Source: an optimization exercise on an open RTL-to-GDS flow (aim: small area and a short achievable clock period). Production flows keep margins and buffers that such runs may drop. In this exercise RTL edits were held to simulation tests only and were not proved equivalent to the original. Power figures rest on the tool's default switching activity, not on a simulated workload.

alpha:
## scp_rx
module scp_rx #(
    parameter BUF_BYTES = 64
) (
    input  wire                   clk,
    input  wire                   rst,
    input  wire [7:0]             cfg_sof,
    input  wire                   cfg_dup_suppress,
    input  wire [15:0]            cfg_max_dlen,
    input  wire [7:0]             cfg_prev_seq_reset,
    input  wire [63:0]            cfg_sub_ids,
    input  wire [3:0]             cfg_sub_en,
    input  wire                   in_valid,
    input  wire [7:0]             in_byte,
    input  wire                   abort,
    output reg                    ev_valid,
    output reg  [2:0]             ev_code,
    output wire [15:0]            ev_cmd,
    output wire [15:0]            ev_dlen,
    output wire [8*BUF_BYTES-1:0] ev_payload
);
Size in the first run: about 610 flip-flops, about 660 I/O pins.
==> module scp_rx, before the edit <==
module scp_rx #(
    parameter BUF_BYTES = 64
) (
    input  wire                   clk,
    input  wire                   rst,
    input  wire [7:0]             cfg_sof,
    input  wire                   cfg_dup_suppress,
    input  wire [15:0]            cfg_max_dlen,
    input  wire [7:0]             cfg_prev_seq_reset,
    input  wire [63:0]            cfg_sub_ids,
    input  wire [3:0]             cfg_sub_en,
    input  wire                   in_valid,
    input  wire [7:0]             in_byte,
    input  wire                   abort,
    output reg                    ev_valid,
    output reg  [2:0]             ev_code,
    output wire [15:0]            ev_cmd,
    output wire [15:0]            ev_dlen,
    output wire [8*BUF_BYTES-1:0] ev_payload
);
    localparam [2:0] EV_NONE = 3'd0, EV_BAD_SOF = 3'd1, EV_DLEN_OVERFLOW = 3'd2,
                     EV_CRC8_MISMATCH = 3'd3, EV_CRC16_MISMATCH = 3'd4,
                     EV_DUPLICATE = 3'd5, EV_UNKNOWN_CMD = 3'd6, EV_DISPATCH = 3'd7;
    reg st_sof, st_dlen0, st_dlen1, st_seq, st_crc8, st_cmd0, st_cmd1, st_data,
        st_c16a, st_c16b;
    reg [6:0]  rx_dlen;         
    reg        rx_dlen_big;     
    reg [7:0]  rx_prev_seq;
    reg        rx_abandon;
    reg [15:0] rx_cmd;
    reg        rx_sub;          
    reg        rx_c16_lo_ok;    
    reg [7:0]  rx_row_n;        
    reg [7:0]  rx_col_n;        
    reg [6:0]  rx_rem;          
    reg        rx_last;         
    reg [7:0]  rx_c8_acc;
    reg [15:0] rx_c16_acc;
    reg [7:0]  rx_buf [0:BUF_BYTES-1];
    assign ev_cmd  = rx_cmd;
    assign ev_dlen = {9'd0, rx_dlen};
    genvar g;
    generate
        for (g = 0; g < BUF_BYTES; g = g + 1) begin : g_payload
            assign ev_payload[8*g +: 8] = rx_buf[g];
        end
    endgenerate
    wire [7:0]  c8_fed;
    wire [15:0] c16_fed;
    scp_crc8_byte  u_c8  (.acc(st_sof ? 8'hFF : rx_c8_acc),     .data(in_byte), .next(c8_fed));
    scp_crc16_byte u_c16 (.acc(st_sof ? 16'hFFFF : rx_c16_acc), .data(in_byte), .next(c16_fed));
    wire take      = in_valid;
    wire is_sof    = (in_byte == cfg_sof);
    wire dlen_big  = rx_dlen_big || (in_byte != 8'd0);
    wire c8_ok     = (in_byte == rx_c8_acc);
    wire c16_ok    = rx_c16_lo_ok && (in_byte == rx_c16_acc[15:8]);
    reg subscribed;
    integer k;
    always @(*) begin
        subscribed = 1'b0;
        for (k = 0; k < 4; k = k + 1)
            if (cfg_sub_en[k] && cfg_sub_ids[16*k +: 16] == rx_cmd)
                subscribed = 1'b1;
    end
    integer b;
    always @(posedge clk) begin
        for (b = 0; b < BUF_BYTES; b = b + 1)
            if (!rx_row_n[b / 8] && !rx_col_n[b % 8])
                rx_buf[b] <= in_byte;
    end
    always @(posedge clk) begin
        rx_sub <= subscribed;
        if (take) begin
            rx_c8_acc <= c8_fed;
            if (!(st_c16a || st_c16b))
                rx_c16_acc <= c16_fed;
        end
        if (take && st_dlen0) begin
            rx_dlen     <= in_byte[6:0];
            rx_dlen_big <= (in_byte > 8'd64) ||
                           (cfg_max_dlen[15:8] == 8'd0 && in_byte > cfg_max_dlen[7:0]);
        end
        if (take && st_seq)
            rx_abandon <= cfg_dup_suppress && (in_byte == rx_prev_seq);
        if (take && st_cmd0) rx_cmd[7:0]  <= in_byte;
        if (take && st_cmd1) rx_cmd[15:8] <= in_byte;
        if (take && st_c16a) rx_c16_lo_ok <= (in_byte == rx_c16_acc[7:0]);
        if (take && st_cmd1) begin
            rx_row_n <= 8'hFE;
            rx_col_n <= 8'hFE;
            rx_rem   <= rx_dlen;
            rx_last  <= (rx_dlen == 7'd1);
        end else if (take && st_data) begin
            rx_col_n <= {rx_col_n[6:0], rx_col_n[7]};
            if (!rx_col_n[7])
                rx_row_n <= {rx_row_n[6:0], 1'b1};
            rx_rem   <= rx_rem - 7'd1;
            rx_last  <= (rx_rem == 7'd2);
        end
        if (rst) begin
            rx_prev_seq <= cfg_prev_seq_reset;
        end else if (take && st_seq && cfg_dup_suppress) begin
            rx_prev_seq <= in_byte;
        end
        if (rst) begin
            {st_sof, st_dlen0, st_dlen1, st_seq, st_crc8, st_cmd0, st_cmd1, st_data,
             st_c16a, st_c16b} <= 10'b1000000000;
            ev_valid <= 1'b0;
        end else begin
            ev_valid <= take;
            if (abort) begin
                {st_sof, st_dlen0, st_dlen1, st_seq, st_crc8, st_cmd0, st_cmd1, st_data,
                 st_c16a, st_c16b} <= 10'b1000000000;
            end else if (take) begin
                st_sof   <= (st_sof && !is_sof) || (st_dlen1 && dlen_big) ||
                            (st_crc8 && !c8_ok) || st_c16b;
                st_dlen0 <= st_sof && is_sof;
                st_dlen1 <= st_dlen0;
                st_seq   <= st_dlen1 && !dlen_big;
                st_crc8  <= st_seq;
                st_cmd0  <= st_crc8 && c8_ok;
                st_cmd1  <= st_cmd0;
                st_data  <= (st_cmd1 && rx_dlen != 7'd0) || (st_data && !rx_last);
                st_c16a  <= (st_cmd1 && rx_dlen == 7'd0) || (st_data && rx_last);
                st_c16b  <= st_c16a;
            end
        end
        if (st_sof && !is_sof)
            ev_code <= EV_BAD_SOF;
        else if (st_dlen1 && dlen_big)
            ev_code <= EV_DLEN_OVERFLOW;
        else if (st_crc8 && !c8_ok)
            ev_code <= EV_CRC8_MISMATCH;
        else if (st_c16b)
            ev_code <= !c16_ok    ? EV_CRC16_MISMATCH :
                       rx_abandon ? EV_DUPLICATE :
                       !rx_sub    ? EV_UNKNOWN_CMD : EV_DISPATCH;
        else
            ev_code <= EV_NONE;
    end
endmodule
Settings: LEC_CHECK=0, CAP_MARGIN=20, CORE_MARGIN=2, CORE_UTILIZATION=60, SETUP_SLACK_MARGIN=2.7, SLEW_MARGIN=20; clock period 5.0 ns.
standard.sh (not shown) runs the stock make flow with config.mk's settings and CLKGATE_MAP_FILE= SYNTH_SCRIPT=/design/flow/synth_recipe.tcl, a recipe that flattens the netlist after the stock synthesis.
==> flow/flow/run.sh <==
#!/bin/bash
# The standard ORFS layout (the standard.sh), with the port buffers that
# global placement inserts made sky130_fd_sc_hd__buf_1 instead of the delay
# buffer buffer_ports picks by itself. Every input and output port still gets
# its buffer; nothing else in the flow changes.
set -euo pipefail
export BUFFER_PORTS_ARGS="-buffer_cell sky130_fd_sc_hd__buf_1"
export CTS_ARGS="-sink_clustering_enable -repair_clock_nets -dont_use_dummy_load -sink_clustering_size 30 -sink_clustering_max_diameter 80 -buf_list {sky130_fd_sc_hd__clkbuf_8 sky130_fd_sc_hd__clkbuf_16}"
bash standard.sh > orfs_make.log 2>&1
alpha: done, clean on timing, DRC and antenna
> inputs changed (alpha -> beta)
--- a/flow/design.v
+++ b/flow/design.v
@@ -55,6 +55,6 @@
     reg        rx_sub;          
     reg        rx_c16_lo_ok;    
-    reg [7:0]  rx_row_n;        
-    reg [7:0]  rx_col_n;        
+    reg [7:0]  rx_row;          
+    reg [7:0]  rx_col;          
     reg [6:0]  rx_rem;          
     reg        rx_last;         
@@ -90,5 +90,5 @@
     always @(posedge clk) begin
         for (b = 0; b < BUF_BYTES; b = b + 1)
-            if (!rx_row_n[b / 8] && !rx_col_n[b % 8])
+            if (rx_row[b / 8] && rx_col[b % 8])
                 rx_buf[b] <= in_byte;
     end
@@ -111,15 +111,18 @@
         if (take && st_c16a) rx_c16_lo_ok <= (in_byte == rx_c16_acc[7:0]);
         if (take && st_cmd1) begin
-            rx_row_n <= 8'hFE;
-            rx_col_n <= 8'hFE;
-            rx_rem   <= rx_dlen;
-            rx_last  <= (rx_dlen == 7'd1);
+            rx_col  <= 8'd1;
+            rx_rem  <= rx_dlen;
+            rx_last <= (rx_dlen == 7'd1);
         end else if (take && st_data) begin
-            rx_col_n <= {rx_col_n[6:0], rx_col_n[7]};
-            if (!rx_col_n[7])
-                rx_row_n <= {rx_row_n[6:0], 1'b1};
-            rx_rem   <= rx_rem - 7'd1;
-            rx_last  <= (rx_rem == 7'd2);
+            rx_col  <= {rx_col[6:0], rx_col[7]};
+            rx_rem  <= rx_rem - 7'd1;
+            rx_last <= (rx_rem == 7'd2);
         end
+        if (rst || abort)
+            rx_row <= 8'd0;
+        else if (take && st_cmd1)
+            rx_row <= (rx_dlen != 7'd0) ? 8'd1 : 8'd0;
+        else if (take && st_data)
+            rx_row <= rx_last ? 8'd0 : rx_col[7] ? {rx_row[6:0], 1'b0} : rx_row;
         if (rst) begin
             rx_prev_seq <= cfg_prev_seq_reset;
==> summary.txt <==
Core utilization: beta vs alpha down 0.52 points
Going from alpha to beta, area of the multi-input gates grew by a little under 10%.
Going from alpha to beta, the total internal power was found to have gone down by about 4%.
Synthesized area, beta and alpha, lower one = alpha.
Between beta and alpha, core area is higher for beta, alpha comes in under that.
Compared with alpha, in beta relative area of clock buffers and inverters in the final design stayed essentially flat, layout cell share with drive strength beyond 1 stayed essentially flat, worst path setup slack after routing rose by 0.023 ns, peak clock frequency supported by timing rose by about 1%, share of total power consumed by net switching fell by 2.1 points.
beta: overall die height is about 0.4% higher than what alpha reported.
Filler cell count was lower in alpha than in beta.

## static timing again, ports no longer ideal
How much do the figures lean on ideal ports? The routed layouts below were timed once more, with nothing changed but the port constraints.
Step 1 assumes that a clkbuf_16 drives the clock port and a buf_2 every other input.
Step 2, shift: input delay + t, output delay - t, t = (earliest + latest rising clock arrival at the registers) / 2. This alone moves slack from input paths to output paths.
a / b / c = no drivers / after step 1 / after step 2; a / b = the first two.
| run | shift t [ns] | setup slack, ns | worst setup path at the end | worst register clock-pin slew, ns |
|---|---|---|---|---|
| alpha | 0.599 | 2.725 / 2.672 / 2.196 | input to register | 0.11 / 0.11 |
| beta | 0.613 | 2.749 / 2.695 / 2.240 | input to register | 0.11 / 0.11 |
After both steps setup and hold are still met in every run listed. The setup slack of alpha, which loses most, moves by -0.053 ns with the drivers and by -0.529 ns with both steps.
